From an optimization exercise on the open Yosys and OpenROAD flow, aimed at small area, a short achievable clock period and few clock cycles; shortcuts taken in it are not production practice.
At most, simulation tests tie the RTL to the original design; equivalence was not proved.
No functional check of the RTL was part of runs 2 to 5.
No activity file was given, so power comes from the tool's default toggle rates.

==> flow/config.mk <==
export PLATFORM = sky130hd
export DESIGN_NAME = prc
export DESIGN_NICKNAME = prc
export VERILOG_FILES = /design/flow/design.v
export SDC_FILE = /design/flow/constraint.sdc
export NUM_CORES = 4
export LEC_CHECK = 0
export CAP_MARGIN = 0
export CORE_MARGIN = 2
export CORE_UTILIZATION = 40
export CTS_BUF_LIST = sky130_fd_sc_hd__clkbuf_8
export CTS_CLUSTER_DIAMETER = 60
export CTS_CLUSTER_SIZE = 16
export PLACE_DENSITY = 0.6
export SLEW_MARGIN = 0
==> flow/constraint.sdc <==
create_clock -name core_clock -period 12.0 [get_ports {clk}]
set_input_delay 2.4000 -clock core_clock [delete_from_list [all_inputs] [get_ports {clk}]]
set_output_delay 2.4000 -clock core_clock [all_outputs]
set_load 0.01 [all_outputs]
==> flow/design.v <==
module prc_div (
    input  wire        b,
    input  wire [6:0]  r_in,       
    input  wire [6:0]  x_r,        
    input  wire [15:0] q_in,       
    input  wire [10:0] x_a,        
    output wire [6:0]  r_out,
    output wire [17:0] q_out
);
    wire [8:0]  t  = {r_in, 1'b0} + (b ? {2'd0, x_r} : 9'd0);
    wire        k2 = (t >= 9'd250);
    wire        k1 = (t >= 9'd125) && !k2;
    wire [8:0]  tr = t - (k2 ? 9'd250 : k1 ? 9'd125 : 9'd0);
    assign r_out = tr[6:0];
    wire [17:0] p  = {1'b0, q_in, 1'b0} + (b ? {7'd0, x_a} : 18'd0);
    wire        x1 = k2 | (p[0] & k1);
    reg  [17:0] c;
    integer i;
    always @* begin
        c[0] = 1'b0;
        for (i = 1; i < 18; i = i + 1)
            c[i] = x1 & ((p[17:1] | ~({17{1'b1}} >> (18 - i))) == {17{1'b1}});
    end
    assign q_out = {p[17:1] ^ c[17:1], p[0] ^ k1};
endmodule
module prc (
    input  wire        clk,
    input  wire        rst,             
    input  wire        op_valid,
    input  wire [31:0] op_word,
    output wire        op_ready,
    output reg         resp_valid,
    output reg  [3:0]  resp_code,
    output reg  [15:0] resp_data,
    output reg         ev_pot_write,    
    output reg         ev_gen_freq,     
    output reg         ev_gen_on,       
    output reg         ev_gen_off,      
    output reg         ev_adc_restart,  
    output reg         ev_announce,     
    output wire        out_en,
    output wire [7:0]  pot_pos,
    output wire [15:0] gen_freq
);
    localparam [15:0] DEF_FREQ = 16'd28000;
    localparam [29:0] M_STEP   = 30'd15625;                
    localparam [29:0] M_MAX    = 30'd1023984375;           
    reg [15:0] cfg_freq;
    reg [12:0] cfg_power;
    reg        cfg_runmode;
    reg [15:0] cfg_runticks;
    reg        cfg_ctlmode;
    reg [1:0]  in1_action, in2_action;
    reg        in1_announce, in2_announce;
    reg [15:0] st_freq;
    reg [9:0]  st_duty;
    reg [15:0] st_cur;
    reg [15:0] st_pwr;
    reg [6:0]  st_pos;
    reg [15:0] st_countdown;
    reg        st_en;
    reg        st_estop;
    reg [31:0] pwm_on, pwm_per;
    reg        on_sat, per_sat;
    reg [32:0] pwm_m;           
    reg [6:0]  pwm_ml;          
    reg [1:0]  pwm_phase;
    reg [15:0] cap_t;           
    reg [15:0] cap_low;         
    reg [15:0] pe_d;            
    reg        pe_s2, pe_s3;    
    reg [31:0] adc_sum;
    reg        adc_sat;
    reg [1:0]  adc_ext;         
    reg [15:0] adc_cnt;
    reg        busy;
    reg [5:0]  tcnt;
    reg        m_f, m_a, m_h, m_d, m_pa, m_c, m_pp, m_l, q_d;
    reg        m_f0, m_f16, m_hc;    
    reg        f_ovf, no_pwm, no_adc, p_ovf;
    reg [6:0]  p_r;
    reg [6:0]  p_xr;            
    reg [10:0] p_xa;            
    localparam [3:0] C_SETFREQ = 4'd1, C_SETPWR = 4'd2, C_SETRUN = 4'd3, C_SETCTL = 4'd4,
                     C_SETBIND = 4'd5, C_TURNON = 4'd6, C_TURNOFF = 4'd7, C_SETESTOP = 4'd8,
                     C_SETPOS = 4'd9, C_READREG = 4'd10, C_TICK = 4'd11, C_PWMEDGE = 4'd12,
                     C_ADCDONE = 4'd13, C_INEDGE = 4'd14;
    reg        ir_valid;
    reg        ir_adc;          
    reg [3:0]  ir_code;
    reg [5:0]  ir_f;            
    reg [15:0] ir_imm;          
    reg        r_ready;
    assign op_ready = r_ready;
    assign out_en   = st_en;
    assign pot_pos  = {1'b0, st_pos};
    assign gen_freq = cfg_freq;
    wire [7:0]  i_op  = op_word[31:24];
    wire        i_b16 = op_word[16];
    wire        i_idok = op_word[20] ^ op_word[21];
    wire        i_z2317 = (op_word[23:17] == 7'd0);
    wire        i_z2322 = (op_word[23:22] == 2'd0);
    wire        i_zimm  = (op_word[15:0] == 16'd0);
    reg  [3:0]  i_code;
    always @* begin
        i_code = 4'd0;
        case (i_op)
            8'h01: if (i_z2317 && !i_b16) i_code = C_SETFREQ;
            8'h02: if (i_z2317 && !i_b16) i_code = C_SETPWR;
            8'h03: if (i_z2317) i_code = C_SETRUN;
            8'h04: if (i_z2317 && i_zimm) i_code = C_SETCTL;
            8'h05: if (i_z2322 && !op_word[19] && i_zimm && i_idok) i_code = C_SETBIND;
            8'h06: if (i_z2317 && !i_b16 && i_zimm) i_code = C_TURNON;
            8'h07: if (i_z2317 && !i_b16 && i_zimm) i_code = C_TURNOFF;
            8'h08: if (i_z2317 && i_zimm) i_code = C_SETESTOP;
            8'h09: if (i_z2317 && !i_b16) i_code = C_SETPOS;
            8'h0A: if (op_word[23:20] == 4'd0 && i_zimm) i_code = C_READREG;
            8'h10: if (i_z2317 && !i_b16 && i_zimm) i_code = C_TICK;
            8'h20: if (i_z2317) i_code = C_PWMEDGE;
            8'h30: if (i_z2317 && !i_b16 && op_word[15:10] == 6'd0) i_code = C_ADCDONE;
            8'h40: if (i_z2322 && op_word[19:17] == 3'd0 && i_zimm && i_idok) i_code = C_INEDGE;
            default: ;
        endcase
    end
    wire [15:0] w_imm = ir_imm;
    wire [1:0]  w_id  = ir_f[5:4];
    wire        w_b16 = ir_f[0];
    wire        zimm  = (w_imm == 16'd0);
    wire acc = ir_valid;
    wire op_setfreq = acc && (ir_code == C_SETFREQ);
    wire op_setpwr  = acc && (ir_code == C_SETPWR);
    wire op_setrun  = acc && (ir_code == C_SETRUN);
    wire op_setctl  = acc && (ir_code == C_SETCTL);
    wire op_setbind = acc && (ir_code == C_SETBIND);
    wire op_turnon  = acc && (ir_code == C_TURNON);
    wire op_turnoff = acc && (ir_code == C_TURNOFF);
    wire op_setestop= acc && (ir_code == C_SETESTOP);
    wire op_setpos  = acc && (ir_code == C_SETPOS);
    wire op_readreg = acc && (ir_code == C_READREG);
    wire op_tick    = acc && (ir_code == C_TICK);
    wire op_pwmedge = acc && (ir_code == C_PWMEDGE);
    wire op_adcdone = acc && (ir_code == C_ADCDONE);
    wire op_inedge  = acc && (ir_code == C_INEDGE);
    wire op_good    = acc && (ir_code != 4'd0);
    wire setfreq_rng = (w_imm < 16'd20000) || (w_imm > 16'd40000);
    wire setpwr_rng  = (w_imm > 16'd5000);
    wire setrun_rng  = w_b16 && zimm;
    wire err_res   = acc && (ir_code == 4'd0);
    wire err_estop = op_turnon && st_estop;
    wire err_rng   = (op_setfreq && setfreq_rng) || (op_setpwr && setpwr_rng) ||
                     (op_setrun && setrun_rng);
    reg [15:0] rd_data;
    always @* begin
        case (ir_f[3:0])
            4'h0: rd_data = cfg_freq;
            4'h1: rd_data = {3'd0, cfg_power};
            4'h2: rd_data = cfg_runticks;
            4'h3: rd_data = {14'd0, cfg_ctlmode, cfg_runmode};
            4'h4: rd_data = {9'd0, in2_announce, in2_action, 1'b0, in1_announce, in1_action};
            4'h5: rd_data = st_freq;
            4'h6: rd_data = {6'd0, st_duty};
            4'h7: rd_data = st_cur;
            4'h8: rd_data = st_pwr;
            4'h9: rd_data = {9'd0, st_pos};
            4'hA: rd_data = st_countdown;
            4'hB: rd_data = {14'd0, st_estop, st_en};
            default: rd_data = 16'd0;
        endcase
    end
    wire [1:0] ie_action   = w_id[0] ? in1_action   : in2_action;
    wire       ie_announce = w_id[0] ? in1_announce : in2_announce;
    wire ie_on  = op_inedge && w_b16 && !st_en && !st_estop &&
                  ((ie_action == 2'd1) || (ie_action == 2'd2));
    wire ie_off = op_inedge && (((ie_action == 2'd1) && !w_b16) ||
                                ((ie_action == 2'd2) && w_b16 && st_en) ||
                                ((ie_action == 2'd3) && w_b16));
    wire ie_estop = op_inedge && (ie_action == 2'd3) && w_b16;
    wire turn_on  = (op_turnon && !st_estop && !st_en) || ie_on;
    wire turn_off = op_turnoff || (op_setestop && w_b16) || ie_off;
    wire pe_fall  = op_pwmedge && (pwm_phase == 2'd0) && !w_b16;
    wire pe_rise1 = op_pwmedge && (pwm_phase == 2'd1) && w_b16;
    wire pe_rise2 = op_pwmedge && pwm_phase[1] && w_b16;
    wire [16:0] pe_sub    = (pe_s2 ? {1'b0, pe_d} : {1'b0, w_imm}) -
                            (pe_s2 ? {1'b0, cap_low} : {1'b0, cap_t});
    wire [15:0] pe_diff   = pe_sub[15:0];                   
    wire [15:0] pe_ontime = pe_sub[16] ? 16'd0 : pe_sub[15:0];
    wire [16:0] av_sh     = {adc_ext, adc_sum[31:17]};
    wire [31:0] pe_opa    = m_a ? {15'd0, av_sh} : pe_s2 ? pwm_per : pwm_on;
    wire [31:0] pe_opb    = m_a ? {16'hFFFF, ~adc_cnt} : {16'd0, pe_d};
    wire [32:0] pe_sum    = {1'b0, pe_opa} + {1'b0, pe_opb} + {32'd0, m_a};
    wire [29:0] pe_m      = {pwm_m[22:0], pwm_ml};
    wire        pe_m_max  = (pe_m == M_MAX);
    wire [7:0]  pe_ml_s   = {1'b0, pwm_ml} + 8'd9;
    wire [5:0]  tn     = tcnt + 6'd1;
    wire        busy_n = op_tick || (busy && !m_l);
    wire        m_l_n  = busy && (tn == 6'd35);
    wire [31:0] per_v  = pwm_per | {32{per_sat}};
    wire [31:0] on_v   = pwm_on  | {32{on_sat}};
    wire        sgn   = pwm_m[32];
    wire        m_div = m_f || m_d;
    wire [33:0] sa_a  = m_div ? {pwm_m, pwm_ml[6]} :
                        (ir_adc && !busy) ? {2'b0, adc_sum} : {2'b0, pwm_m[31:0]};
    wire [33:0] sa_b  = !busy ? (ir_adc ? {24'd0, ir_imm[9:0]} : {27'd0, 7'd122}) :
                        m_h ? (m_hc ? {2'b0, on_v} : 34'd0) :
                        sgn ? {2'b0, per_v} : ~{2'b0, per_v};
    wire [33:0] sa_s  = sa_a + sa_b + {33'd0, busy ? (m_div && !sgn) : (!ir_adc && pe_ml_s[7])};
    wire        sa_q  = !sa_s[32];
    wire        sa_qz = sa_q && !no_pwm;       
    wire        av_q  = pe_sum[32];
    wire [15:0] av_r  = av_q ? pe_sum[15:0] : av_sh[15:0];
    wire [6:0]  on_r;
    wire [17:0] on_q;
    prc_div u_on (
        .b     (q_d),
        .r_in  (p_r),
        .x_r   (p_xr),
        .q_in  (st_pwr),
        .x_a   (p_xa),
        .r_out (on_r),
        .q_out (on_q)
    );
    wire [16:0] avg      = adc_sum[16:0];
    wire        cur_zero = no_adc || (avg <= 17'd512);
    wire        cur_sat  = adc_sum[17] || (avg >= 17'd66048);
    wire [16:0] avg_m    = avg - 17'd512;
    wire        r_lo     = (p_r < 7'd36);
    wire [15:0] cur_v    = cur_zero ? 16'd0 : cur_sat ? 16'hFFFF : avg_m[15:0];
    wire [10:0] cur_a    = cur_zero ? 11'd0 : cur_sat ? 11'd1572 :
                           (st_pwr[10:0] - (r_lo ? 11'd13 : 11'd12));
    wire [6:0]  cur_r    = cur_zero ? 7'd0 : cur_sat ? 7'd105 :
                           (r_lo ? p_r + 7'd89 : p_r - 7'd36);
    wire [9:0]  duty_f  = st_duty;
    wire [15:0] pwr_f   = st_pwr | {16{p_ovf}};
    wire        pwr_gt  = (pwr_f > {3'd0, cfg_power});
    wire        pwr_lt  = (pwr_f < {3'd0, cfg_power});
    wire        reg_dn  = st_en && !cfg_ctlmode && pwr_gt && (duty_f != 10'd0) && (st_pos != 7'd0);
    wire        reg_up  = st_en && !cfg_ctlmode && pwr_lt && (duty_f <= 10'd900) && (st_pos != 7'd100);
    wire [15:0] cd_next = (st_countdown == 16'd0) ? 16'd0 : st_countdown - 16'd1;
    wire        cd_run  = st_en && cfg_runmode;
    wire        cd_end  = cd_run && (cd_next == 16'd0);
    always @(posedge clk) begin
        ir_code <= i_code;
        ir_adc  <= (i_code == C_ADCDONE);
        ir_f    <= op_word[21:16];
        ir_imm  <= op_word[15:0];
        if (rst) begin
            ir_valid     <= 1'b0;
            cfg_freq     <= DEF_FREQ;
            cfg_power    <= 13'd0;
            cfg_runmode  <= 1'b0;
            cfg_runticks <= 16'd1;
            cfg_ctlmode  <= 1'b0;
            in1_action   <= 2'd0;
            in2_action   <= 2'd0;
            in1_announce <= 1'b0;
            in2_announce <= 1'b0;
            st_freq      <= 16'd0;
            st_duty      <= 10'd0;
            st_cur       <= 16'd0;
            st_pwr       <= 16'd0;
            st_pos       <= 7'd0;
            st_countdown <= 16'd0;
            st_en        <= 1'b0;
            st_estop     <= 1'b1;
            pwm_on       <= 32'd0;
            pwm_per      <= 32'd0;
            on_sat       <= 1'b0;
            per_sat      <= 1'b0;
            pwm_m        <= 33'd0;
            pwm_ml       <= 7'd0;
            pwm_phase    <= 2'd0;
            pe_s2        <= 1'b0;
            pe_s3        <= 1'b0;
            adc_sum      <= 32'd0;
            adc_sat      <= 1'b0;
            adc_ext      <= 2'd0;
            adc_cnt      <= 16'd0;
            busy         <= 1'b0;
            r_ready      <= 1'b1;
            m_f <= 1'b0; m_a <= 1'b0; m_h <= 1'b0; m_d <= 1'b0;
            m_pa <= 1'b0; m_c <= 1'b0; m_pp <= 1'b0; m_l <= 1'b0;
            resp_valid   <= 1'b0;
        end else begin
            ir_valid       <= op_valid && op_ready;
            r_ready        <= (!busy_n || m_l_n) && !(op_valid && op_ready && (i_code == C_TICK));
            resp_valid     <= acc && !op_tick;
            resp_code      <= {2'd0, err_estop || err_rng, err_estop || err_res};
            resp_data      <= op_readreg ? rd_data : 16'd0;
            ev_pot_write   <= op_setpos;
            ev_gen_freq    <= op_setfreq && !setfreq_rng;
            ev_gen_on      <= turn_on;
            ev_gen_off     <= turn_off;
            ev_adc_restart <= op_adcdone;
            ev_announce    <= op_inedge && ie_announce;
            if (op_setfreq && !setfreq_rng) cfg_freq <= w_imm;
            if (op_setpwr && !setpwr_rng)   cfg_power <= w_imm[12:0];
            if (op_setrun && !setrun_rng) begin
                cfg_runmode <= w_b16;
                if (w_b16) cfg_runticks <= w_imm;
            end
            if (op_setctl) cfg_ctlmode <= w_b16;
            if (op_setbind && w_id[0]) begin
                in1_action   <= ir_f[1:0];
                in1_announce <= ir_f[2];
            end
            if (op_setbind && w_id[1]) begin
                in2_action   <= ir_f[1:0];
                in2_announce <= ir_f[2];
            end
            if (op_setestop) st_estop <= w_b16;
            if (ie_estop)    st_estop <= 1'b1;
            if (turn_on) begin
                st_en <= 1'b1;
                if (cfg_runmode) st_countdown <= cfg_runticks;
            end
            if (turn_off) begin
                st_en        <= 1'b0;
                st_countdown <= 16'd0;
            end
            if (op_setpos)
                st_pos <= (w_imm > 16'd100) ? 7'd100 : w_imm[6:0];
            if (pe_fall) begin
                cap_t     <= w_imm;
                pwm_phase <= 2'd1;
            end
            if (pe_rise1) begin
                cap_low   <= pe_diff;
                cap_t     <= w_imm;
                pwm_phase <= 2'd2;
            end
            pe_s2 <= pe_rise2;
            pe_s3 <= pe_s2;
            if (pe_rise2) begin
                pe_d      <= pe_diff;
                pwm_phase <= 2'd0;
                if (!pe_m_max) begin
                    pwm_m[22:0] <= sa_s[22:0];
                    pwm_ml      <= pe_ml_s[6:0];
                end
            end
            if (pe_s2) begin
                pwm_per <= pe_sum[31:0];
                if (pe_sum[32]) per_sat <= 1'b1;
                pe_d    <= pe_ontime;
            end
            if (pe_s3) begin
                pwm_on  <= pe_sum[31:0];
                if (pe_sum[32]) on_sat <= 1'b1;
            end
            if (op_adcdone) begin
                adc_sum <= sa_s[31:0];
                if (sa_s[32]) adc_sat <= 1'b1;
                adc_cnt <= (adc_cnt == 16'hFFFF) ? 16'hFFFF : adc_cnt + 16'd1;
            end
            if (op_tick) begin
                busy   <= 1'b1;
                tcnt   <= 6'd0;
                m_f <= 1'b1; m_a <= 1'b0; m_h <= 1'b0; m_d <= 1'b0;
                m_f0 <= 1'b1; m_f16 <= 1'b0; m_hc <= 1'b0;
                m_pa <= 1'b0; m_c <= 1'b0; m_pp <= 1'b0; m_l <= 1'b0;
                no_adc <= (adc_cnt == 16'd0);
                if (adc_sat) adc_sum <= 32'hFFFFFFFF;
                st_pwr <= 16'd0;
                p_r    <= 7'd0;
                p_xr   <= 7'd3;
                p_xa   <= 11'd0;
            end
            if (busy) begin
                tcnt <= tn;
                m_f  <= (tn <= 6'd16);
                m_f0 <= 1'b0;
                m_f16 <= (tn == 6'd16);
                m_hc <= (tn >= 6'd17) && (tn <= 6'd23) && (tn != 6'd18);
                m_a  <= (tn >= 6'd1) && (tn <= 6'd18);
                m_h  <= (tn >= 6'd17) && (tn <= 6'd23);
                m_d  <= (tn >= 6'd24) && (tn <= 6'd33);
                m_pa <= (tn >= 6'd2) && (tn <= 6'd19);
                m_c  <= (tn == 6'd20);
                m_pp <= (tn >= 6'd25) && (tn <= 6'd34);
                m_l  <= (tn == 6'd35);
                q_d  <= m_a ? av_q : sa_qz;
            end
            if (m_f) begin
                pwm_m  <= m_f16 ? 33'd0 : sa_s[32:0];
                pwm_ml <= {pwm_ml[5:0], 1'b0};
                if (m_f0) begin
                    f_ovf  <= sa_q;
                    no_pwm <= (pwm_per == 32'd0) && !per_sat;
                end else begin
                    st_freq <= {st_freq[14:0], sa_qz};
                end
            end
            if (m_h) begin
                pwm_m  <= {1'b0, sa_s[32:1]};
                pwm_ml <= {sa_s[0], pwm_ml[6:1]};
            end
            if (m_d) begin
                pwm_m   <= sa_s[32:0];
                pwm_ml  <= {pwm_ml[5:0], 1'b0};
                st_duty <= {st_duty[8:0], sa_qz};
            end
            if (m_a) begin
                {adc_ext, adc_sum[31:18]} <= av_r;
                adc_sum[17:0] <= {adc_sum[16:0], av_q};
            end
            if (m_pa) begin
                st_pwr <= on_q[15:0];
                p_r    <= on_r;
            end
            if (m_c) begin
                st_cur        <= cur_v;
                p_xa          <= cur_a;
                p_xr          <= cur_r;
                st_pwr        <= 16'd0;
                p_r           <= 7'd0;
                p_ovf         <= 1'b0;
            end
            if (m_pp) begin
                st_pwr <= on_q[15:0];
                p_r    <= on_r;
                if (on_q[17:16] != 2'd0) p_ovf <= 1'b1;
            end
            if (m_l) begin
                busy    <= 1'b0;
                m_l     <= 1'b0;
                st_freq <= st_freq | {16{f_ovf && !no_pwm}};
                st_duty <= duty_f;
                st_pwr  <= pwr_f;
                pwm_on  <= 32'd0;
                pwm_per <= 32'd0;
                on_sat  <= 1'b0;
                per_sat <= 1'b0;
                pwm_m   <= 33'd0;
                pwm_ml  <= 7'd0;
                adc_sum <= 32'd0;
                adc_sat <= 1'b0;
                adc_ext <= 2'd0;
                adc_cnt <= 16'd0;
                if (reg_dn) st_pos <= st_pos - 7'd1;
                if (reg_up) st_pos <= st_pos + 7'd1;
                if (cd_run) st_countdown <= cd_next;
                if (cd_end) st_en <= 1'b0;
                resp_valid   <= 1'b1;
                ev_pot_write <= reg_dn || reg_up;
                ev_gen_off   <= cd_end;
            end
        end
    end
endmodule
==> flow/flow/run.sh <==
#!/bin/bash
set -euo pipefail
bash standard.sh SETUP_SLACK_MARGIN=7.8 finish > standard_make.log 2>&1
==> flow/standard.sh <==
#!/bin/bash
# synth_recipe.tcl (not shown) runs the flow's synth.tcl, then flattens the netlist and writes it again
# the make line also repeats each setting of config.mk as NAME=value (left out here)
make -C /OpenROAD-flow-scripts/flow DESIGN_CONFIG=/design/flow/config.mk WORK_HOME=/design/flow/orfs CLKGATE_MAP_FILE= SYNTH_SCRIPT=/design/flow/synth_recipe.tcl "${@:-finish}"
==> results of run 1 <==
==> logic make-up (layout without fill, tap and decap cells) <==
logic type / count (synthesis) / count (layout) / share of synthesized area, %
and+or+nand+nor: 1169 / 1169 / 19.7
DFF: 447 / 447 / 35.8
xor gates and xnor gates: 162 / 162 / 5.04
muxes: 207 / 207 / 7.47
AOI/OAI and AO/OA: 947 / 947 / 22.0
buffers and inverters: 312 / 336 / 4.27
other: 1 / 4 / 0.0133
adders and majority gates: 126 / 126 / 5.79
==> final cells by class <==
type	instances	area, sq um	area share, %
flip-flops and latches	447	10100	32.1
clock inverters	33	354	1.13
repair buffers	160	1610	5.14
diodes	1	2.50	0.00798
multi-input cells	2614	17100	54.6
clock buffers	46	633	2.02
well taps	940	1180	3.75
inverters	97	367	1.17
==> repair_timing <==
action | in CTS | in global routing
endpoints found under the setup margin | 129 | 94
pin swaps | 5 | 17
gates cloned | 0 | 3
resized for setup | 38 | 43
buffers inserted | 13 | 16
==> worst paths after layout <==
check        cells past startpoint  startpoint     endpoint  slack (ns)
max                              1   st_pos[6]   pot_pos[6]        7.89
min                              2   st_cur[7]    st_cur[7]        0.48
max reg2reg                     13        busy  adc_sum[23]        7.90
min reg2reg                      2   st_cur[7]    st_cur[7]        0.48
==> layer usage <==
metal	routed length [um]	share of wire, %
met4	2090	2.3
met1	41100	46
met3	5850	6.5
met5	0	0
met2	40600	45
==> sequential cells by signal, summed over array words and instances (netlist names), 32 cells and up <==
register  flops
adc_sum      32
pwm_on       32
pwm_per      32
pwm_m        33
==> per-stage QoR <==
step           setup slack (ns)  util [%]  cell area, sq um  cells  power [mW]
5_1_grt                    7.71      45.0             31400   4338        2.89
2_1_floorplan              7.77         -             28200   3373        1.67
3_5_place_dp               7.01      42.6             29700   4226        1.73
4_1_cts                    7.81      44.4             31000   4318        2.82
3_3_place_gp               7.01      42.6             29700   4226        1.73
6_report                   7.89      45.0             31400   4338        2.80
==> cell usage in the layout, fill, tap and decap left out, drive strengths merged, types with 54 or more instances in the layout <==
cell	n
nand3	84
mux2i	184
a21oi	237
o21ai	251
dfxtp	336
xor2	98
nor3	83
xnor2	64
buf	74
a221oi	54
nand2	346
a211oi	64
edfxtp	111
inv	116
clkdlybuf4s50	83
ha	119
nor2	352
==> power by group through the flow <==
| stage | Sequential, mW | Clock, mW | Combinational [mW] |
|---|---|---|---|
| 3_5_place_dp | 1.60 | 0 | 0.124 |
| 3_3_place_gp | 1.60 | 0 | 0.123 |
| 4_1_cts | 1.57 | 1.13 | 0.125 |
| 5_1_grt | 1.57 | 1.19 | 0.136 |
| 6_report | 1.57 | 1.11 | 0.126 |
| 2_1_floorplan | 1.59 | 0 | 0.0776 |
==> summary.txt, run 1 <==
Timing
  • Setup skew after layout: 0.0382 ns
  • Smallest hold slack: 0.477 ns
  • Slew at the pin closest to its max-slew limit: 1.27 ns
  • Final-report setup violation count: 0
  • Final slew viol count: 0
  • Post-route clock period utilization: 34.3%
  • Hold Vio Cnt, Final: 0
  • Setup TNS: 0 ns
  • Achievable frequency: 0.243 GHz
  • Unrepaired setup endpoints after global routing: true
  • Worst rel slew slack: 14.8%
  • Min Clock Period, post-route: 4.11 ns

Yosys
  • Asr flop ratio synth: 0%
  • Seq cells post-synth: 447
  • Top cells by area in the synthesized netlist: sky130_fd_sc_hd__dfxtp_1 (24%), sky130_fd_sc_hd__edfxtp_1 (12%), sky130_fd_sc_hd__mux2i_1 (6.5%)
  • Post-Synthesis Cells: 3371
  • Synthesis warning total: 2
  • Commonest cells post-synth: sky130_fd_sc_hd__nor2_1 (352), sky130_fd_sc_hd__nand2_1 (345), sky130_fd_sc_hd__dfxtp_1 (336)
  • Post-synthesis cell type with the largest combined area: sky130_fd_sc_hd__dfxtp_1
  • Mean area per synthesized cell: 8.34 sq um
  • Predominant post-synthesis flop cell: sky130_fd_sc_hd__dfxtp_1
  • Count of flip-flops with a built-in enable after synthesis: 111
  • Fraction of synthesized cell area taken by the top area cell type: 23.9%
  • Sequential share of the synthesized area: 35.8%
  • Synthesized cell area: 28100 sq um
  • Number of distinct library cells after synthesis: 102
  • Cell with the most instances after synthesis: sky130_fd_sc_hd__nor2_1

CTS
  • Total CTS buffers: 43
  • Register clock-pin slew on the reported worst setup and hold paths: 0.10 ns
  • Latest clock arrival within the worst-skew pair: 0.66 ns
  • Clock tree from TritonCTS: built
  • Root buffer selected by CTS: sky130_fd_sc_hd__clkbuf_8
  • H-tree Lvls: 2
  • Hold-fix buffers, CTS: 0
  • Num Clock Sinks: 447
  • CTS max path bufs: 3

Floorplan
  • Initial Util: 40.3%
  • # IOs: 88
  • Number of placement rows: 97
  • Area of the core: 69800 sq um
  • Vert. Die Dim: 269 um
  • Chip width: 269 um
  • Die outline area: 72500 sq um

Global route
  • First-pass GRT wire length: 138000 um
  • Largest net degree at the start of global routing: 93
  • Routing layer with the top usage in global route: met2
  • Global-route total usage across every layer: 23.5%
  • Met1 capacity usage during global routing: 33.4%
  • Met3 capacity usage during global routing: 3.51%
  • Number of global-route vias before repair: 23400
  • Leftover overflow at the end of global routing: 0
  • Number of antenna violations at the first check in global routing: 3
  • Met2 Usage GRT: 36.8%

Power
  • Clock Power Share: 39.4%
  • Switching pwr: 0.714 mW
  • Net switching fraction of the power: 25.5%
  • Static Leak: 11.7 nW
  • Power Internal: 2.09 mW
  • Maximum resistive drop on vdd: 92.5 uV
  • Comb power frac: 4.5%
  • Sequential cell fraction of total power: 56.1%
  • Power per cell area: 89.3 nW/um^2

Worst setup path
  • Crit path max-delay cell type: sky130_fd_sc_hd__clkdlybuf4s50_1
  • Kind of start point of the critical path: register
  • Crit-path max cell delay: 0.58 ns
  • Worst path required time: 9.60 ns
  • Worst Setup End Kind: primary output
  • Cell Chain, Critical Path: clkdlybuf4s50_1
  • WS Path Type: reg -> out
  • Worst Path Arrival: 1.71 ns
  • Max FO, Critical Path: 7
  • Critical path's top delay family: buffers and inverters
  • CP Buf/Inv Count: 1

Place
  • Weighted congestion reported at the end of routability-driven placement: 0.886
  • Total half-perimeter wirelength after legalization and detailed placement: 62400 um
  • Count of input and output buffers: 84

Min path
  • Class of the tightest hold or removal check: reg -> reg

Layout
  • Area delta synth->final: 11.5%
  • Nets: 3524
  • Proportion of layout cells with a drive suffix above 1: 8.83%
  • Fillers: 6949

Drt
  • Wirelength, routed: 89600 um
  • Post-detailed-route via-to-cell ratio: 5.90
  • Router iterations before antenna repair: 6
  • Wire length per cell: 20.7 um
  • Number of nets still failing antenna checks after routing: 0
  • Number of design-rule violations left by the first detailed-router iteration: 2459
  • Number of DRC violations after detailed routing: 0
  • Vias after detailed routing: 25600

Outcome
  • Result of the run: finished clean

Run
  • Count of maximum capacitance violations: 0
Testbench counts, summed over its fixed seeds: cycles 57,204.
==> inputs of run 2 (changes only) <==
--- a/flow/design.v
+++ b/flow/design.v
@@ -77,6 +77,7 @@
     reg [5:0]  tcnt;
     reg        m_f, m_a, m_h, m_d, m_pa, m_c, m_pp, m_l, q_d;
     reg        m_f0, m_f16, m_hc;    
+    reg        t_early;              
     reg        f_ovf, no_pwm, no_adc, p_ovf;
     reg [6:0]  p_r;
     reg [6:0]  p_xr;            
@@ -191,7 +192,7 @@
     wire [29:0] pe_m      = {pwm_m[22:0], pwm_ml};
     wire        pe_m_max  = (pe_m == M_MAX);
     wire [7:0]  pe_ml_s   = {1'b0, pwm_ml} + 8'd9;
-    wire [5:0]  tn     = tcnt + 6'd1;
+    wire [5:0]  tn     = op_tick ? {5'd0, t_early} : tcnt + 6'd1;
     wire        busy_n = op_tick || (busy && !m_l);
     wire        m_l_n  = busy && (tn == 6'd35);
     wire [31:0] per_v  = pwm_per | {32{per_sat}};
@@ -199,11 +200,11 @@
     wire        sgn   = pwm_m[32];
     wire        m_div = m_f || m_d;
     wire [33:0] sa_a  = m_div ? {pwm_m, pwm_ml[6]} :
-                        (ir_adc && !busy) ? {2'b0, adc_sum} : {2'b0, pwm_m[31:0]};
-    wire [33:0] sa_b  = !busy ? (ir_adc ? {24'd0, ir_imm[9:0]} : {27'd0, 7'd122}) :
+                        (ir_adc && !m_h) ? {2'b0, adc_sum} : {2'b0, pwm_m[31:0]};
+    wire [33:0] sa_b  = !(m_div || m_h) ? (ir_adc ? {24'd0, ir_imm[9:0]} : {27'd0, 7'd122}) :
                         m_h ? (m_hc ? {2'b0, on_v} : 34'd0) :
                         sgn ? {2'b0, per_v} : ~{2'b0, per_v};
-    wire [33:0] sa_s  = sa_a + sa_b + {33'd0, busy ? (m_div && !sgn) : (!ir_adc && pe_ml_s[7])};
+    wire [33:0] sa_s  = sa_a + sa_b + {33'd0, m_div ? !sgn : !m_h && !ir_adc && pe_ml_s[7]};
     wire        sa_q  = !sa_s[32];
     wire        sa_qz = sa_q && !no_pwm;       
     wire        av_q  = pe_sum[32];
@@ -279,6 +280,8 @@
             r_ready      <= 1'b1;
             m_f <= 1'b0; m_a <= 1'b0; m_h <= 1'b0; m_d <= 1'b0;
             m_pa <= 1'b0; m_c <= 1'b0; m_pp <= 1'b0; m_l <= 1'b0;
+            t_early      <= 1'b0;
+            m_f0 <= 1'b0; m_f16 <= 1'b0; m_hc <= 1'b0;
             resp_valid   <= 1'b0;
         end else begin
             ir_valid       <= op_valid && op_ready;
@@ -354,10 +357,6 @@
             end
             if (op_tick) begin
                 busy   <= 1'b1;
-                tcnt   <= 6'd0;
-                m_f <= 1'b1; m_a <= 1'b0; m_h <= 1'b0; m_d <= 1'b0;
-                m_f0 <= 1'b1; m_f16 <= 1'b0; m_hc <= 1'b0;
-                m_pa <= 1'b0; m_c <= 1'b0; m_pp <= 1'b0; m_l <= 1'b0;
                 no_adc <= (adc_cnt == 16'd0);
                 if (adc_sat) adc_sum <= 32'hFFFFFFFF;
                 st_pwr <= 16'd0;
@@ -365,10 +364,10 @@
                 p_xr   <= 7'd3;
                 p_xa   <= 11'd0;
             end
-            if (busy) begin
+            if (busy || op_tick) begin
                 tcnt <= tn;
                 m_f  <= (tn <= 6'd16);
-                m_f0 <= 1'b0;
+                m_f0 <= (tn == 6'd0);
                 m_f16 <= (tn == 6'd16);
                 m_hc <= (tn >= 6'd17) && (tn <= 6'd23) && (tn != 6'd18);
                 m_a  <= (tn >= 6'd1) && (tn <= 6'd18);
@@ -380,6 +379,14 @@
                 m_l  <= (tn == 6'd35);
                 q_d  <= m_a ? av_q : sa_qz;
             end
+            if (op_valid && op_ready && (i_code == C_TICK) && !pe_rise2 && !rst) begin
+                t_early <= 1'b1;
+                m_f     <= 1'b1;
+                m_f0    <= 1'b1;
+                m_f16   <= 1'b0;
+            end else if (op_tick) begin
+                t_early <= 1'b0;
+            end
             if (m_f) begin
                 pwm_m  <= m_f16 ? 33'd0 : sa_s[32:0];
                 pwm_ml <= {pwm_ml[5:0], 1'b0};
==> flow/config.mk (replaced) <==
export PLATFORM = sky130hd
export DESIGN_NAME = prc
export DESIGN_NICKNAME = prc
export VERILOG_FILES = /design/flow/design.v
export SDC_FILE = /design/flow/constraint.sdc
export NUM_CORES = 4
export LEC_CHECK = 0
export CAP_MARGIN = 20
export CORE_MARGIN = 2
export CORE_UTILIZATION = 40
export PLACE_DENSITY = 0.6
export SLEW_MARGIN = 20
==> summary.txt, run 2 <==
CTS
  • Total CTS buffers: 51
  • CTS max path bufs: 3
  • H-tree Lvls: 2
  • Root buffer selected by CTS: sky130_fd_sc_hd__clkbuf_16
  • Clock tree from TritonCTS: built
  • Register clock-pin slew on the reported worst setup and hold paths: 0.06 ns
  • Hold-fix buffers, CTS: 0
  • Latest clock arrival within the worst-skew pair: 0.63 ns
  • Num Clock Sinks: 448

Floorplan
  • # IOs: 88
  • Area of the core: 69900 sq um
  • Chip width: 269 um
  • Initial Util: 40.3%
  • Vert. Die Dim: 269 um
  • Number of placement rows: 97
  • Die outline area: 72600 sq um

Timing
  • Setup TNS: 0 ns
  • Post-route clock period utilization: 34.5%
  • Min Clock Period, post-route: 4.14 ns
  • Worst rel slew slack: 27.8%
  • Unrepaired setup endpoints after global routing: true
  • Final slew viol count: 0
  • Achievable frequency: 0.241 GHz
  • Smallest hold slack: 0.454 ns
  • Slew at the pin closest to its max-slew limit: 1.08 ns
  • Hold Vio Cnt, Final: 0
  • Final-report setup violation count: 0
  • Final setup slack of the worst path: 7.86 ns
  • Setup skew after layout: 0.0387 ns

Yosys
  • Fraction of synthesized cell area taken by the top area cell type: 24.2%
  • Sequential share of the synthesized area: 35.7%
  • Post-Synthesis Cells: 3412
  • Cell with the most instances after synthesis: sky130_fd_sc_hd__nor2_1
  • Synthesis warning total: 2
  • Top cells by area in the synthesized netlist: sky130_fd_sc_hd__dfxtp_1 (24%), sky130_fd_sc_hd__edfxtp_1 (12%), sky130_fd_sc_hd__mux2i_1 (6.4%)
  • Post-synthesis cell type with the largest combined area: sky130_fd_sc_hd__dfxtp_1
  • Asr flop ratio synth: 0%
  • Seq cells post-synth: 448
  • Synthesized cell area: 28200 sq um
  • Commonest cells post-synth: sky130_fd_sc_hd__nor2_1 (384), sky130_fd_sc_hd__dfxtp_1 (340), sky130_fd_sc_hd__nand2_1 (313)
  • Mean area per synthesized cell: 8.26 sq um
  • Predominant post-synthesis flop cell: sky130_fd_sc_hd__dfxtp_1
  • Number of distinct library cells after synthesis: 87
  • Count of flip-flops with a built-in enable after synthesis: 108

Worst setup path
  • Crit-path max cell delay: 0.49 ns
  • WS Path Type: reg -> reg
  • Max FO, Critical Path: 34
  • Crit path max-delay cell type: sky130_fd_sc_hd__dfxtp_2
  • Cell repeated most along the worst path: sky130_fd_sc_hd__fa_2
  • Worst path required time: 12.36 ns
  • Critical Path Start: m_f
  • Kind of start point of the critical path: register
  • Worst Setup End Kind: register
  • Worst Path Arrival: 4.51 ns
  • Reg-to-reg startpoint: m_f
  • Cell Chain, Critical Path: or2_4 > buf_12 > nor2_4 > nand3_1 > o22ai_1 > fa_2 > fa_2 > a211oi_2 > o211ai_1 > a32oi_2 > nand4b_1 > a41oi_2 > mux2i_2 > a311oi_4 > nor2_2 > o22a_1

Layout
  • Area of the multi-input gates: 17300 sq um
  • Commonest cells after routing, fill and taps aside: sky130_fd_sc_hd__nor2_1 (379), sky130_fd_sc_hd__dfxtp_1 (327), sky130_fd_sc_hd__nand2_1 (311)
  • Flip-flop count of the largest register, all copies and words added: 33
  • Area taken by flip-flops and latches: 10100 sq um
  • Commonest non-fill, non-tap cell in the layout: sky130_fd_sc_hd__nor2_1
  • Biggest register: pwm_m
  • Fillers: 6948
  • Cell area after layout: 32200 sq um
  • Proportion of layout cells with a drive suffix above 1: 9.04%
  • Final antenna diode count: 0
  • Nets: 3569
  • Area delta synth->final: 14.2%

Power
  • Static Leak: 11.8 nW
  • Power per cell area: 102 nW/um^2
  • Overall power of the completed layout: 3.29 mW
  • Maximum resistive drop on vdd: 102 uV

Outcome
  • Result of the run: finished clean

Drt
  • Wire length per cell: 21.1 um
  • Router iterations before antenna repair: 5
  • Number of design-rule violations left by the first detailed-router iteration: 2440
  • Post-detailed-route via-to-cell ratio: 5.93
  • Wirelength, routed: 92700 um
  • Number of nets still failing antenna checks after routing: 0
  • Number of DRC violations after detailed routing: 0
  • Vias after detailed routing: 26100

Global route
  • Leftover overflow at the end of global routing: 0
  • First-pass GRT wire length: 143000 um
  • Global-route total usage across every layer: 24.6%
  • Number of antenna violations at the first check in global routing: 2
  • Number of global-route vias before repair: 24100
  • Largest net degree at the start of global routing: 74

Place
  • Worst slack after detailed placement: 6.36 ns
  • Total half-perimeter wirelength after legalization and detailed placement: 64900 um
  • Placement Cell Area: 29800 sq um
  • Count of input and output buffers: 84
  • Weighted congestion reported at the end of routability-driven placement: 0.921

Run
  • Count of maximum capacitance violations: 0

Min path
  • Worst hold start: t_early
  • Class of the tightest hold or removal check: reg -> reg
==> run 2: cell types whose count changed after synthesis, moves of 14 or more <==
cell                       delta
sky130_fd_sc_hd__inv_1       +16
sky130_fd_sc_hd__nand2_1     -32
sky130_fd_sc_hd__nand3_1     -20
sky130_fd_sc_hd__nor2_1      +32
sky130_fd_sc_hd__nor3_1      +23
sky130_fd_sc_hd__o211ai_1    -14
sky130_fd_sc_hd__o22ai_1     +40
sky130_fd_sc_hd__xnor2_1     +32
sky130_fd_sc_hd__xor2_1      -42
==> run 2: timing repair <==
action,4_1_cts,5_1_grt
gates cloned,4,0
endpoints found under the setup margin,115,86
resized for setup,48,44
buffers inserted,15,16
pin swaps,8,16
==> run 2: metrics by stage <==
step / utilization [%] / cells
final: 46.1 / 4393
after global routing: 46.1 / 4393
after CTS: 45.6 / 4377
after detailed placement: 42.6 / 4262
after global placement: 42.6 / 4261
after floorplan: - / 3414
==> run 2: final cells by class <==
class,count,share of cell area [%]
Sequential cell,448,31.3
Inverter,112,1.32
Timing Repair Buffer,158,4.88
Clock inverter,23,0.703
Multi-Input combinational cell,2639,53.6
Tap cell,940,3.65
Clock buffer,73,4.54
==> run 2: cell families (layout without fill, tap and decap cells) <==
family / Yosys count / count (layout) / synth area share [%]
simple gates: 1201 / 1203 / 20.2
fa+ha+maj: 125 / 125 / 5.73
buf+inv: 329 / 366 / 4.49
xor+xnor: 152 / 152 / 4.72
mux: 202 / 202 / 7.29
compound gates: 954 / 954 / 21.9
other cells: 1 / 3 / 0.0133
flops: 448 / 448 / 35.7
==> run 2: final timing paths <==
kind         slack [ns]  cells past startpoint  endpoint
max                7.86                     16       q_d
min                0.45                      2   t_early
max reg2reg        7.86                     16       q_d
min reg2reg        0.45                      2   t_early
==> run 2: routing by layer <==
metal	GRT usage, %	part of all wire [%]	vias up
met5	0	0	-
met4	7.35	2.9	0
met3	2.87	6.0	174
met2	39.2	45	867
met1	34.8	46	12500
li1	-	-	12500
==> run 2: critical path: cells and delay by family, from the launching register on <==
| kind | cells | cell delay [ns] |
|---|---|---|
| DFF | 1 | 0.49 |
| muxes | 1 | 0.11 |
| and+or+nand+nor | 5 | 0.67 |
| adders and majority gates | 2 | 0.77 |
| AOI/OAI and AO/OA | 7 | 1.60 |
| buffers and inverters | 1 | 0.22 |
==> run 2: power by group <==
part / internal (mW) / switching (mW) / total, mW / leakage (nW)
Sequential: 1.55 / 0.0169 / 1.57 / 3.79
Clock: 0.915 / 0.683 / 1.60 / 0.831
Combinational: 0.0462 / 0.0766 / 0.123 / 7.22
Total: 2.51 / 0.776 / 3.29 / 11.8
==> inputs of run 3 (changes only) <==
--- a/flow/config.mk
+++ b/flow/config.mk
@@ -8,5 +8,8 @@
 export CAP_MARGIN = 20
 export CORE_MARGIN = 2
 export CORE_UTILIZATION = 40
+export CTS_BUF_LIST = sky130_fd_sc_hd__clkbuf_8
+export CTS_CLUSTER_DIAMETER = 60
+export CTS_CLUSTER_SIZE = 16
 export PLACE_DENSITY = 0.6
 export SLEW_MARGIN = 20
==> summary.txt, run 3 <==
Outcome
  • Result of the run: finished clean

Drt
  • Wirelength, routed: 92200 um
  • Router iterations before antenna repair: 5
  • Wire length per cell: 21.0 um
  • Post-detailed-route via-to-cell ratio: 5.90
  • Number of nets still failing antenna checks after routing: 0
  • Number of design-rule violations left by the first detailed-router iteration: 2429
  • Vias after detailed routing: 25900
  • Number of DRC violations after detailed routing: 0

Power
  • Clock Power Share: 40.1%
  • Power per cell area: 89.2 nW/um^2
  • Switching pwr: 0.732 mW
  • Power Internal: 2.09 mW
  • Static Leak: 11.6 nW
  • Comb power frac: 4.3%
  • Maximum resistive drop on vdd: 85.4 uV
  • Sequential cell fraction of total power: 55.6%
  • Net switching fraction of the power: 26.0%

Yosys
  • Post-Synthesis Cells: 3412
  • Mean area per synthesized cell: 8.26 sq um
  • Seq cells post-synth: 448
  • Commonest cells post-synth: sky130_fd_sc_hd__nor2_1 (384), sky130_fd_sc_hd__dfxtp_1 (340), sky130_fd_sc_hd__nand2_1 (313)
  • Synthesized cell area: 28200 sq um
  • Number of distinct library cells after synthesis: 87
  • Sequential share of the synthesized area: 35.7%
  • Predominant post-synthesis flop cell: sky130_fd_sc_hd__dfxtp_1
  • Synthesis warning total: 2
  • Top cells by area in the synthesized netlist: sky130_fd_sc_hd__dfxtp_1 (24%), sky130_fd_sc_hd__edfxtp_1 (12%), sky130_fd_sc_hd__mux2i_1 (6.4%)
  • Fraction of synthesized cell area taken by the top area cell type: 24.2%
  • Count of flip-flops with a built-in enable after synthesis: 108
  • Post-synthesis cell type with the largest combined area: sky130_fd_sc_hd__dfxtp_1
  • Cell with the most instances after synthesis: sky130_fd_sc_hd__nor2_1
  • Asr flop ratio synth: 0%

Worst setup path
  • WS Path Type: reg -> out
  • Kind of start point of the critical path: register
  • Worst path required time: 9.60 ns
  • Cell Chain, Critical Path: clkdlybuf4s50_1
  • Crit-path max cell delay: 0.62 ns
  • Crit path max-delay cell type: sky130_fd_sc_hd__clkdlybuf4s50_1
  • Critical path's top delay family: buffers and inverters
  • Worst Setup End Kind: primary output
  • Worst Path Arrival: 1.76 ns
  • CP Buf/Inv Count: 1
  • Max FO, Critical Path: 3

Global route
  • Leftover overflow at the end of global routing: 0
  • Number of global-route vias before repair: 24000
  • Number of antenna violations at the first check in global routing: 2
  • Largest net degree at the start of global routing: 74
  • First-pass GRT wire length: 143000 um
  • Global-route total usage across every layer: 24.5%

Timing
  • Min Clock Period, post-route: 4.16 ns
  • Final-report setup violation count: 0
  • Slew at the pin closest to its max-slew limit: 1.01 ns
  • Achievable frequency: 0.240 GHz
  • Final slew viol count: 0
  • Unrepaired setup endpoints after global routing: false
  • Setup skew after layout: 0.0754 ns
  • Hold Vio Cnt, Final: 0
  • Worst rel slew slack: 32.2%
  • Final setup slack of the worst path: 7.84 ns
  • Post-route clock period utilization: 34.7%
  • Setup TNS: 0 ns

CTS
  • Num Clock Sinks: 448
  • Latest clock arrival within the worst-skew pair: 0.69 ns
  • Total CTS buffers: 44
  • Root buffer selected by CTS: sky130_fd_sc_hd__clkbuf_8
  • H-tree Lvls: 2
  • CTS max path bufs: 3
  • Clock tree from TritonCTS: built
  • Hold-fix buffers, CTS: 0
  • Register clock-pin slew on the reported worst setup and hold paths: 0.09 ns

Layout
  • Cell area after layout: 31600 sq um
  • Flip-flop count of the largest register, all copies and words added: 33
  • Commonest non-fill, non-tap cell in the layout: sky130_fd_sc_hd__nor2_1
  • Core occupancy in the finished layout: 45.2%
  • Proportion of layout cells with a drive suffix above 1: 9.18%
  • Nets: 3569
  • Area delta synth->final: 12.1%
  • Biggest register: pwm_m
  • Commonest cells after routing, fill and taps aside: sky130_fd_sc_hd__nor2_1 (378), sky130_fd_sc_hd__dfxtp_1 (325), sky130_fd_sc_hd__nand2_1 (311)

Floorplan
  • Area of the core: 69900 sq um
  • Initial Util: 40.3%
  • # IOs: 88
  • Vert. Die Dim: 269 um
  • Die outline area: 72600 sq um
  • Number of placement rows: 97
  • Chip width: 269 um

Run
  • Count of maximum capacitance violations: 0

Min path
  • Class of the tightest hold or removal check: reg -> reg

Place
  • Total half-perimeter wirelength after legalization and detailed placement: 64900 um
  • Count of input and output buffers: 84
  • Placement Cell Area: 29800 sq um
  • Weighted congestion reported at the end of routability-driven placement: 0.921
  • Worst slack after detailed placement: 6.36 ns
## run 3: cell counts after synthesis
No cell type changed its count.
## run 3: final timing paths
check | cells past startpoint | slack, ns | start | to
max | 1 | 7.84 | r_ready | op_ready
min reg2reg | 2 | 0.46 | t_early | t_early
max reg2reg | 13 | 7.91 | m_a | pwm_per[19]
min | 2 | 0.46 | t_early | t_early
## run 3: per-stage QoR
stage	total power, mW	instances	hold WS (ns)
4_1_cts	2.84	4360	0.461
6_report	2.82	4385	0.460
2_1_floorplan	1.66	3414	0.406
5_1_grt	2.91	4384	0.490
3_3_place_gp	1.72	4261	0.445
3_5_place_dp	1.72	4262	0.449
## run 3: cell families after synthesis
group	count (synthesis)	share of synthesized area, %
xor gates and xnor gates	152	4.72
other	1	0.0133
and+or+nand+nor	1201	20.2
buffers and inverters	329	4.49
DFF	448	35.7
adders and majority gates	125	5.73
AOI/OAI and AO/OA	954	21.9
muxes	202	7.29
## run 3: timing repair
| action | CTS | global route |
|---|---|---|
| cloned | 4 | 0 |
| pin swaps | 8 | 14 |
| buffers inserted | 14 | 24 |
| endpoints found under the setup margin | 121 | 85 |
| resized for setup | 49 | 44 |
## run 3: layout make-up
class / count / area [sq um]
antenna: 1 / 2.50
clock buffer: 49 / 674
clock inverter: 31 / 350
fill: 7014 / 38300
inverter: 112 / 424
multi-input combinational: 2639 / 17300
sequential: 448 / 10100
tap: 940 / 1180
timing repair buffer: 165 / 1620
## run 3: power groups by stage
| stage | clock, mW | sequential [mW] | combinational [mW] |
|---|---|---|---|
| floorplan | 0 | 1.59 | 0.0737 |
| global placement | 0 | 1.60 | 0.118 |
| detailed placement | 0 | 1.60 | 0.119 |
| CTS | 1.15 | 1.57 | 0.120 |
| global route | 1.21 | 1.57 | 0.132 |
| finish | 1.13 | 1.57 | 0.122 |
## run 3: per-layer routing
| layer | up-vias | routed length (um) | GRT usage, % |
|---|---|---|---|
| met4 | 0 | 2480 | 6.70 |
| li1 | 12500 | - | - |
| met2 | 878 | 41700 | 39.1 |
| met3 | 149 | 6060 | 2.87 |
| met5 | - | 0 | 0 |
| met1 | 12400 | 42100 | 34.8 |
## run 3: tightest hold or removal path, cell delays in order, from the launching register on
cell and delay [ns]:
sky130_fd_sc_hd__dfxtp_1 0.32, sky130_fd_sc_hd__nand2_1 0.05, sky130_fd_sc_hd__a21oi_1 0.05
==> inputs of run 4 (changes only) <==
==> flow/flow/run.sh (replaced) <==
#!/bin/bash
set -euo pipefail
bash standard.sh SETUP_SLACK_MARGIN=8.1 finish > standard_make.log 2>&1
==> summary.txt, run 4 <==
Outcome
  • Result of the run: finished clean

Worst setup path
  • Critical path's top delay family: compound AO/OA/AOI/OAI gates
  • Cell Chain, Critical Path: buf_12 > nor2b_4 > buf_12 > buf_6 > mux2i_1 > o21ai_0 > ha_1 > o21ai_0 > nor2_1 > o41ai_2 > nand4b_1 > a41oi_2 > mux2i_2 > a311oi_4 > buf_4 > or3_1 > a21oi_1
  • Max FO, Critical Path: 12
  • CP Buf/Inv Count: 4
  • Kind of start point of the critical path: register
  • Worst path required time: 12.62 ns
  • Worst Path Arrival: 4.68 ns
  • Crit path max-delay cell type: sky130_fd_sc_hd__o41ai_2
  • Crit-path max cell delay: 0.42 ns
  • Worst Setup End Kind: register
  • WS Path Type: reg -> reg

Timing
  • Unrepaired setup endpoints after global routing: true
  • Slew at the pin closest to its max-slew limit: 1.06 ns
  • Hold Vio Cnt, Final: 0
  • Final setup slack of the worst path: 7.94 ns
  • Smallest hold slack: 0.466 ns
  • Achievable frequency: 0.246 GHz
  • Min Clock Period, post-route: 4.06 ns
  • Post-route clock period utilization: 33.8%
  • Setup skew after layout: 0.0696 ns
  • Final slew viol count: 0
  • Worst rel slew slack: 29.3%
  • Setup TNS: 0 ns
  • Final-report setup violation count: 0

Yosys
  • Synthesis warning total: 2
  • Top cells by area in the synthesized netlist: sky130_fd_sc_hd__dfxtp_1 (24%), sky130_fd_sc_hd__edfxtp_1 (12%), sky130_fd_sc_hd__mux2i_1 (6.4%)
  • Synthesized cell area: 28200 sq um
  • Asr flop ratio synth: 0%
  • Cell with the most instances after synthesis: sky130_fd_sc_hd__nor2_1
  • Mean area per synthesized cell: 8.26 sq um
  • Count of flip-flops with a built-in enable after synthesis: 108
  • Number of distinct library cells after synthesis: 87
  • Fraction of synthesized cell area taken by the top area cell type: 24.2%
  • Seq cells post-synth: 448
  • Predominant post-synthesis flop cell: sky130_fd_sc_hd__dfxtp_1
  • Sequential share of the synthesized area: 35.7%
  • Post-Synthesis Cells: 3412
  • Post-synthesis cell type with the largest combined area: sky130_fd_sc_hd__dfxtp_1
  • Commonest cells post-synth: sky130_fd_sc_hd__nor2_1 (384), sky130_fd_sc_hd__dfxtp_1 (340), sky130_fd_sc_hd__nand2_1 (313)

Layout
  • Core occupancy in the finished layout: 46.5%
  • Nets: 3615
  • Area delta synth->final: 15.3%
  • Fillers: 7006
  • Biggest register: pwm_m
  • Area of the multi-input gates: 17800 sq um
  • Commonest cells after routing, fill and taps aside: sky130_fd_sc_hd__nor2_1 (374), sky130_fd_sc_hd__dfxtp_1 (311), sky130_fd_sc_hd__nand2_1 (308)
  • Commonest non-fill, non-tap cell in the layout: sky130_fd_sc_hd__nor2_1
  • Proportion of layout cells with a drive suffix above 1: 13.1%
  • Area taken by flip-flops and latches: 10100 sq um
  • Flip-flop count of the largest register, all copies and words added: 33

Floorplan
  • # IOs: 88
  • Chip width: 269 um
  • Die outline area: 72600 sq um
  • Vert. Die Dim: 269 um
  • Area of the core: 69900 sq um
  • Initial Util: 40.3%
  • Number of placement rows: 97

CTS
  • Clock tree from TritonCTS: built
  • Latest clock arrival within the worst-skew pair: 0.70 ns
  • CTS max path bufs: 3
  • Register clock-pin slew on the reported worst setup and hold paths: 0.10 ns
  • H-tree Lvls: 2
  • Hold-fix buffers, CTS: 0
  • Root buffer selected by CTS: sky130_fd_sc_hd__clkbuf_8
  • Num Clock Sinks: 448
  • Total CTS buffers: 45

Min path
  • Class of the tightest hold or removal check: reg -> reg

Drt
  • Wirelength, routed: 94000 um
  • Number of DRC violations after detailed routing: 0
  • Number of design-rule violations left by the first detailed-router iteration: 2476
  • Number of nets still failing antenna checks after routing: 0
  • Vias after detailed routing: 26400
  • Post-detailed-route via-to-cell ratio: 5.95
  • Router iterations before antenna repair: 9
  • Wire length per cell: 21.2 um

Power
  • Static Leak: 12.1 nW
  • Maximum resistive drop on vdd: 83.5 uV
  • Power per cell area: 85.7 nW/um^2

Place
  • Total half-perimeter wirelength after legalization and detailed placement: 64600 um
  • Weighted congestion reported at the end of routability-driven placement: 0.945
  • Count of input and output buffers: 84
  • Worst slack after detailed placement: 6.53 ns

Global route
  • Largest net degree at the start of global routing: 81
  • Number of antenna violations at the first check in global routing: 4
  • Leftover overflow at the end of global routing: 0
  • Global-route total usage across every layer: 24.6%
  • First-pass GRT wire length: 144000 um
  • Number of global-route vias before repair: 24200

Run
  • Count of maximum capacitance violations: 0
run 4: cell counts after synthesis:
No cell type changed its count.
run 4: routing by layer:
metal,global-route usage (%),up-vias,part of all wire (%)
met4,7.88,4,3.2
met3,3.10,171,6.7
met1,34.9,12700,45
li1,-,12600,-
met2,38.9,914,45
met5,0,-,0.032
run 4: cell families (layout without fill, tap and decap cells):
family	Yosys count	in the layout	share of synthesized area, %
xor gates and xnor gates	152	152	4.72
adders and majority gates	125	125	5.73
AOI/OAI and AO/OA	954	954	21.9
buffers and inverters	329	405	4.49
and+or+nand+nor	1201	1204	20.2
other	1	5	0.0133
muxes	202	202	7.29
DFF	448	448	35.7
run 4: where the power goes:
group / switching, mW / internal, mW
combinational: 0.0778 / 0.0440
sequential: 0.0181 / 1.55
clock: 0.637 / 0.462
total: 0.733 / 2.05
run 4: stage by stage:
| step | power (mW) | instances | cell area [sq um] |
|---|---|---|---|
| 3_5_place_dp | 1.72 | 4259 | 29800 |
| 4_1_cts | 2.80 | 4399 | 31700 |
| 5_1_grt | 2.87 | 4434 | 32500 |
| 3_3_place_gp | 1.72 | 4259 | 29800 |
| 6_report | 2.79 | 4435 | 32500 |
| 2_1_floorplan | 1.66 | 3414 | 28400 |
run 4: final cells by class:
type,instances,share of cell area [%]
clock buffers,48,2.03
diodes,2,0.0154
inverters,112,1.33
multi-input cells,2640,54.7
well taps,940,3.62
clock inverters,36,1.03
repair buffers,209,6.15
flip-flops and latches,448,31.2
run 4: worst register-to-register path, delay by kind of cell, from the launching register on:
kind,cells,cell delay [ns]
compound gates,6,1.35
simple gates,4,0.88
buf+inv,4,0.66
mux,2,0.39
fa+ha+maj,1,0.36
flops,1,0.35
run 4: repair_timing:
item                       in CTS  in global routing
resized for setup             177                127
buffers inserted               50                 32
hold endpoints to repair        0                  0
setup endpoints to repair     213                 94
pin swaps                      29                 67
cloned                          6                  2
run 4: worst paths after layout:
check / slack [ns] / start / to / depth (start not counted)
worst min-delay path: 0.47 / t_early / t_early / 2
worst max-delay path: 7.94 / m_h / st_duty[0] / 17
worst min register to register: 0.47 / t_early / t_early / 2
worst max register to register: 7.94 / m_h / st_duty[0] / 17
==> inputs of run 5 (changes only) <==
--- a/flow/design.v
+++ b/flow/design.v
@@ -80,8 +80,6 @@
     reg        t_early;              
     reg        f_ovf, no_pwm, no_adc, p_ovf;
     reg [6:0]  p_r;
-    reg [6:0]  p_xr;            
-    reg [10:0] p_xa;            
     localparam [3:0] C_SETFREQ = 4'd1, C_SETPWR = 4'd2, C_SETRUN = 4'd3, C_SETCTL = 4'd4,
                      C_SETBIND = 4'd5, C_TURNON = 4'd6, C_TURNOFF = 4'd7, C_SETESTOP = 4'd8,
                      C_SETPOS = 4'd9, C_READREG = 4'd10, C_TICK = 4'd11, C_PWMEDGE = 4'd12,
@@ -214,9 +212,9 @@
     prc_div u_on (
         .b     (q_d),
         .r_in  (p_r),
-        .x_r   (p_xr),
+        .x_r   (m_pp ? adc_sum[6:0] : 7'd3),
         .q_in  (st_pwr),
-        .x_a   (p_xa),
+        .x_a   (m_pp ? adc_cnt[10:0] : 11'd0),
         .r_out (on_r),
         .q_out (on_q)
     );
@@ -361,8 +359,6 @@
                 if (adc_sat) adc_sum <= 32'hFFFFFFFF;
                 st_pwr <= 16'd0;
                 p_r    <= 7'd0;
-                p_xr   <= 7'd3;
-                p_xa   <= 11'd0;
             end
             if (busy || op_tick) begin
                 tcnt <= tn;
@@ -416,8 +412,8 @@
             end
             if (m_c) begin
                 st_cur        <= cur_v;
-                p_xa          <= cur_a;
-                p_xr          <= cur_r;
+                adc_cnt[10:0] <= cur_a;
+                adc_sum[6:0]  <= cur_r;
                 st_pwr        <= 16'd0;
                 p_r           <= 7'd0;
                 p_ovf         <= 1'b0;
==> flow/flow/run.sh (replaced) <==
#!/bin/bash
set -euo pipefail
bash standard.sh SETUP_SLACK_MARGIN=7.8 finish > standard_make.log 2>&1
--- a/flow/config.mk
+++ b/flow/config.mk
@@ -9,7 +9,7 @@
 export CORE_MARGIN = 2
 export CORE_UTILIZATION = 40
 export CTS_BUF_LIST = sky130_fd_sc_hd__clkbuf_8
-export CTS_CLUSTER_DIAMETER = 60
-export CTS_CLUSTER_SIZE = 16
+export CTS_CLUSTER_DIAMETER = 50
+export CTS_CLUSTER_SIZE = 14
 export PLACE_DENSITY = 0.6
 export SLEW_MARGIN = 20
==> summary.txt, run 5 <==
Run
  • Count of maximum capacitance violations: 0

Drt
  • Post-detailed-route via-to-cell ratio: 6.14
  • Vias after detailed routing: 27700
  • Wirelength, routed: 99800 um
  • Number of DRC violations after detailed routing: 0
  • Number of design-rule violations left by the first detailed-router iteration: 2907
  • Router iterations before antenna repair: 6
  • Wire length per cell: 22.1 um
  • Number of nets still failing antenna checks after routing: 0

Worst setup path
  • Kind of start point of the critical path: register
  • WS Path Type: reg -> out
  • Max FO, Critical Path: 8
  • Critical path's top delay family: buffers and inverters
  • Crit path max-delay cell type: sky130_fd_sc_hd__clkdlybuf4s50_1
  • CP Buf/Inv Count: 1
  • Crit-path max cell delay: 0.58 ns
  • Reg-to-reg startpoint: ir_imm[8]
  • Worst Setup End Kind: primary output
  • Cell Chain, Critical Path: clkdlybuf4s50_1
  • Flop-to-flop setup slack: 7.91 ns
  • Crit Reg-Reg Endpoint: adc_sum[23]
  • Path depth of the worst reg2reg path: 11
  • Worst Path Arrival: 1.77 ns
  • Critical path depth: 1
  • Worst path required time: 9.60 ns

Timing
  • Setup TNS: 0 ns
  • Worst rel slew slack: 26.4%
  • Final slew viol count: 0
  • Hold Vio Cnt, Final: 0
  • Final setup slack of the worst path: 7.83 ns
  • Post-route clock period utilization: 34.7%
  • Min Clock Period, post-route: 4.17 ns
  • Final-report setup violation count: 0
  • Achievable frequency: 0.240 GHz
  • Unrepaired setup endpoints after global routing: true
  • Setup skew after layout: 0.0505 ns
  • Slew at the pin closest to its max-slew limit: 1.10 ns
  • Smallest hold slack: 0.463 ns

Min path
  • Endpoint with the worst hold slack: st_cur[2]
  • Number of cells on the worst hold path: 2
  • Class of the tightest hold or removal check: reg -> reg
  • Worst hold start: st_cur[2]

Yosys
  • Post-synthesis cell type with the largest combined area: sky130_fd_sc_hd__dfxtp_1
  • Post-Synthesis Cells: 3524
  • Commonest cells post-synth: sky130_fd_sc_hd__nor2_1 (349), sky130_fd_sc_hd__dfxtp_1 (340), sky130_fd_sc_hd__nand2_1 (328)
  • Fraction of synthesized cell area taken by the top area cell type: 23.6%
  • Sequential share of the synthesized area: 32.9%
  • Asr flop ratio synth: 0%
  • Synthesized cell area: 28900 sq um
  • Predominant post-synthesis flop cell: sky130_fd_sc_hd__dfxtp_1
  • Top cells by area in the synthesized netlist: sky130_fd_sc_hd__dfxtp_1 (24%), sky130_fd_sc_hd__edfxtp_1 (9.4%), sky130_fd_sc_hd__mux2i_1 (6.3%)
  • Number of distinct library cells after synthesis: 118
  • Mean area per synthesized cell: 8.19 sq um
  • Cell with the most instances after synthesis: sky130_fd_sc_hd__nor2_1
  • Seq cells post-synth: 430
  • Count of flip-flops with a built-in enable after synthesis: 90
  • Synthesis warning total: 2

Power
  • Maximum resistive drop on vdd: 96.6 uV
  • Net switching fraction of the power: 26.9%
  • Power per cell area: 91.8 nW/um^2
  • Overall power of the completed layout: 3.00 mW
  • Switching pwr: 0.808 mW
  • Sequential cell fraction of total power: 50.1%
  • Comb power frac: 3.9%
  • Static Leak: 12.1 nW
  • Power Internal: 2.19 mW
  • Clock Power Share: 46.0%

CTS
  • Root buffer selected by CTS: sky130_fd_sc_hd__clkbuf_8
  • Register clock-pin slew on the reported worst setup and hold paths: 0.07 ns
  • Num Clock Sinks: 430
  • CTS max path bufs: 3
  • Hold-fix buffers, CTS: 0
  • H-tree Lvls: 2
  • Latest clock arrival within the worst-skew pair: 0.73 ns
  • Total CTS buffers: 61
  • Clock tree from TritonCTS: built

Global route
  • Number of global-route vias before repair: 25000
  • Global-route total usage across every layer: 25.6%
  • Number of antenna violations at the first check in global routing: 3
  • Leftover overflow at the end of global routing: 0
  • First-pass GRT wire length: 151000 um
  • Largest net degree at the start of global routing: 76

Layout
  • Proportion of layout cells with a drive suffix above 1: 11.2%
  • Cell Count, Final, Fillers Out: 4520
  • Flip-flop count of the largest register, all copies and words added: 33
  • Core occupancy in the finished layout: 45.7%
  • Area delta synth->final: 13.2%
  • Nets: 3676
  • Commonest non-fill, non-tap cell in the layout: sky130_fd_sc_hd__nor2_1
  • Commonest cells after routing, fill and taps aside: sky130_fd_sc_hd__nor2_1 (344), sky130_fd_sc_hd__nand2_1 (324), sky130_fd_sc_hd__dfxtp_1 (323)
  • Fillers: 7144
  • Biggest register: pwm_m
  • Cell area after layout: 32700 sq um

Place
  • Weighted congestion reported at the end of routability-driven placement: 0.948
  • Number of instances in the placed design: 4365
  • Count of input and output buffers: 84
  • Placement Cell Area: 30300 sq um
  • Total half-perimeter wirelength after legalization and detailed placement: 70600 um
  • Worst slack after detailed placement: 6.52 ns

Floorplan
  • Area of the core: 71500 sq um
  • Die outline area: 74300 sq um
  • Number of placement rows: 98
  • # IOs: 88
  • Initial Util: 40.4%
  • Vert. Die Dim: 273 um
  • Chip width: 273 um

Outcome
  • Result of the run: finished clean
run 5: cell types whose count changed after synthesis, moves of 18 or more:
cell and change:
sky130_fd_sc_hd__and3_1 +22, sky130_fd_sc_hd__nand3_1 +49, sky130_fd_sc_hd__a21oi_1 -26, sky130_fd_sc_hd__nor2_1 -35, sky130_fd_sc_hd__a21boi_0 +24, sky130_fd_sc_hd__edfxtp_1 -18, sky130_fd_sc_hd__nor2b_1 -18
run 5: how the worst max path moves through the flow:
| stage | slack [ns] | start | end |
|---|---|---|---|
| after global placement | 6.68 | m_f | q_d |
| after floorplan | 7.61 | op_word[21] | m_f16 |
| after detailed placement | 6.52 | m_f | q_d |
| final | 7.83 | st_pos[5] | pot_pos[5] |
| after global routing | 7.72 | pwm_m[32] | adc_sum[23] |
| after CTS | 7.80 | m_a | pwm_per[24] |
run 5: final cells by class:
cell class	count	area (sq um)	area share [%]
inverters	108	409	1.25
multi-input cells	2750	18400	56.4
clock buffers	70	963	2.95
diodes	2	5.00	0.0153
well taps	950	1190	3.64
clock inverters	44	488	1.49
flip-flops and latches	430	9550	29.2
repair buffers	166	1630	4.98
run 5: power groups by stage:
stage	clock (mW)	sequential (mW)	combinational [mW]
6_report	1.38	1.50	0.116
5_1_grt	1.46	1.50	0.126
4_1_cts	1.41	1.50	0.114
3_5_place_dp	0	1.54	0.114
3_3_place_gp	0	1.54	0.114
2_1_floorplan	0	1.52	0.0708
run 5: repair_timing:
item,4_1_cts,5_1_grt
setup endpoints to repair,130,91
cloned,1,2
setup buffers,18,17
pin swaps,11,16
resized for setup,57,76
run 5: cells by family after synthesis:
| family | after synthesis | synth area share (%) |
|---|---|---|
| simple gates | 1250 | 21.1 |
| xor+xnor | 143 | 4.34 |
| compound gates | 1016 | 23.8 |
| other cells | 1 | 0.0130 |
| mux | 212 | 7.48 |
| fa+ha+maj | 125 | 5.59 |
| flops | 430 | 32.9 |
| buf+inv | 347 | 4.73 |
run 5: layer usage:
layer | up-vias | GRT usage (%) | share of wire [%]
met1 | 13400 | 36.4 | 45
met2 | 1053 | 39.5 | 44
li1 | 13100 | - | -
met5 | - | 0 | 0.027
met4 | 4 | 8.13 | 3.1
met3 | 189 | 4.28 | 7.5

[separate check: timing with driven ports]
The flow's constraints put no driver on any port. The routed layouts listed below were extracted and timed again, unchanged, in two steps. Step 1 assumes that a clkbuf_16 drives the clock port and a buf_2 every other input. Step 2 moves the port delays by t, midway between the first and last clock arrival at a register: inputs arrive t later, outputs are due t later. That takes back most of the time a late clock gives input paths. a / b / c = ideal ports / drivers / drivers and shift; a / b = the first two.
| run | t (ns) | setup slack, ns | clock arrival spread, ns | worst slew at a driven data input, ns |
|---|---|---|---|---|
| run 1 | 0.703 | 7.885 / 7.829 / 7.294 | 0.043 / 0.042 | 0.04 |
| run 2 | 0.675 | 7.858 / 7.798 / 7.320 | 0.043 / 0.043 | 0.04 |
| run 3 | 0.713 | 7.840 / 7.783 / 7.209 | 0.077 / 0.077 | 0.04 |
| run 4 | 0.719 | 7.939 / 7.939 / 7.520 | 0.077 / 0.077 | 0.05 |
| run 5 | 0.766 | 7.831 / 7.767 / 7.141 | 0.050 / 0.051 | 0.06 |
After both steps every run listed still meets setup and hold. For run 5, which loses most, drivers alone change the setup slack by -0.064 ns; drivers and shift together by -0.690 ns.
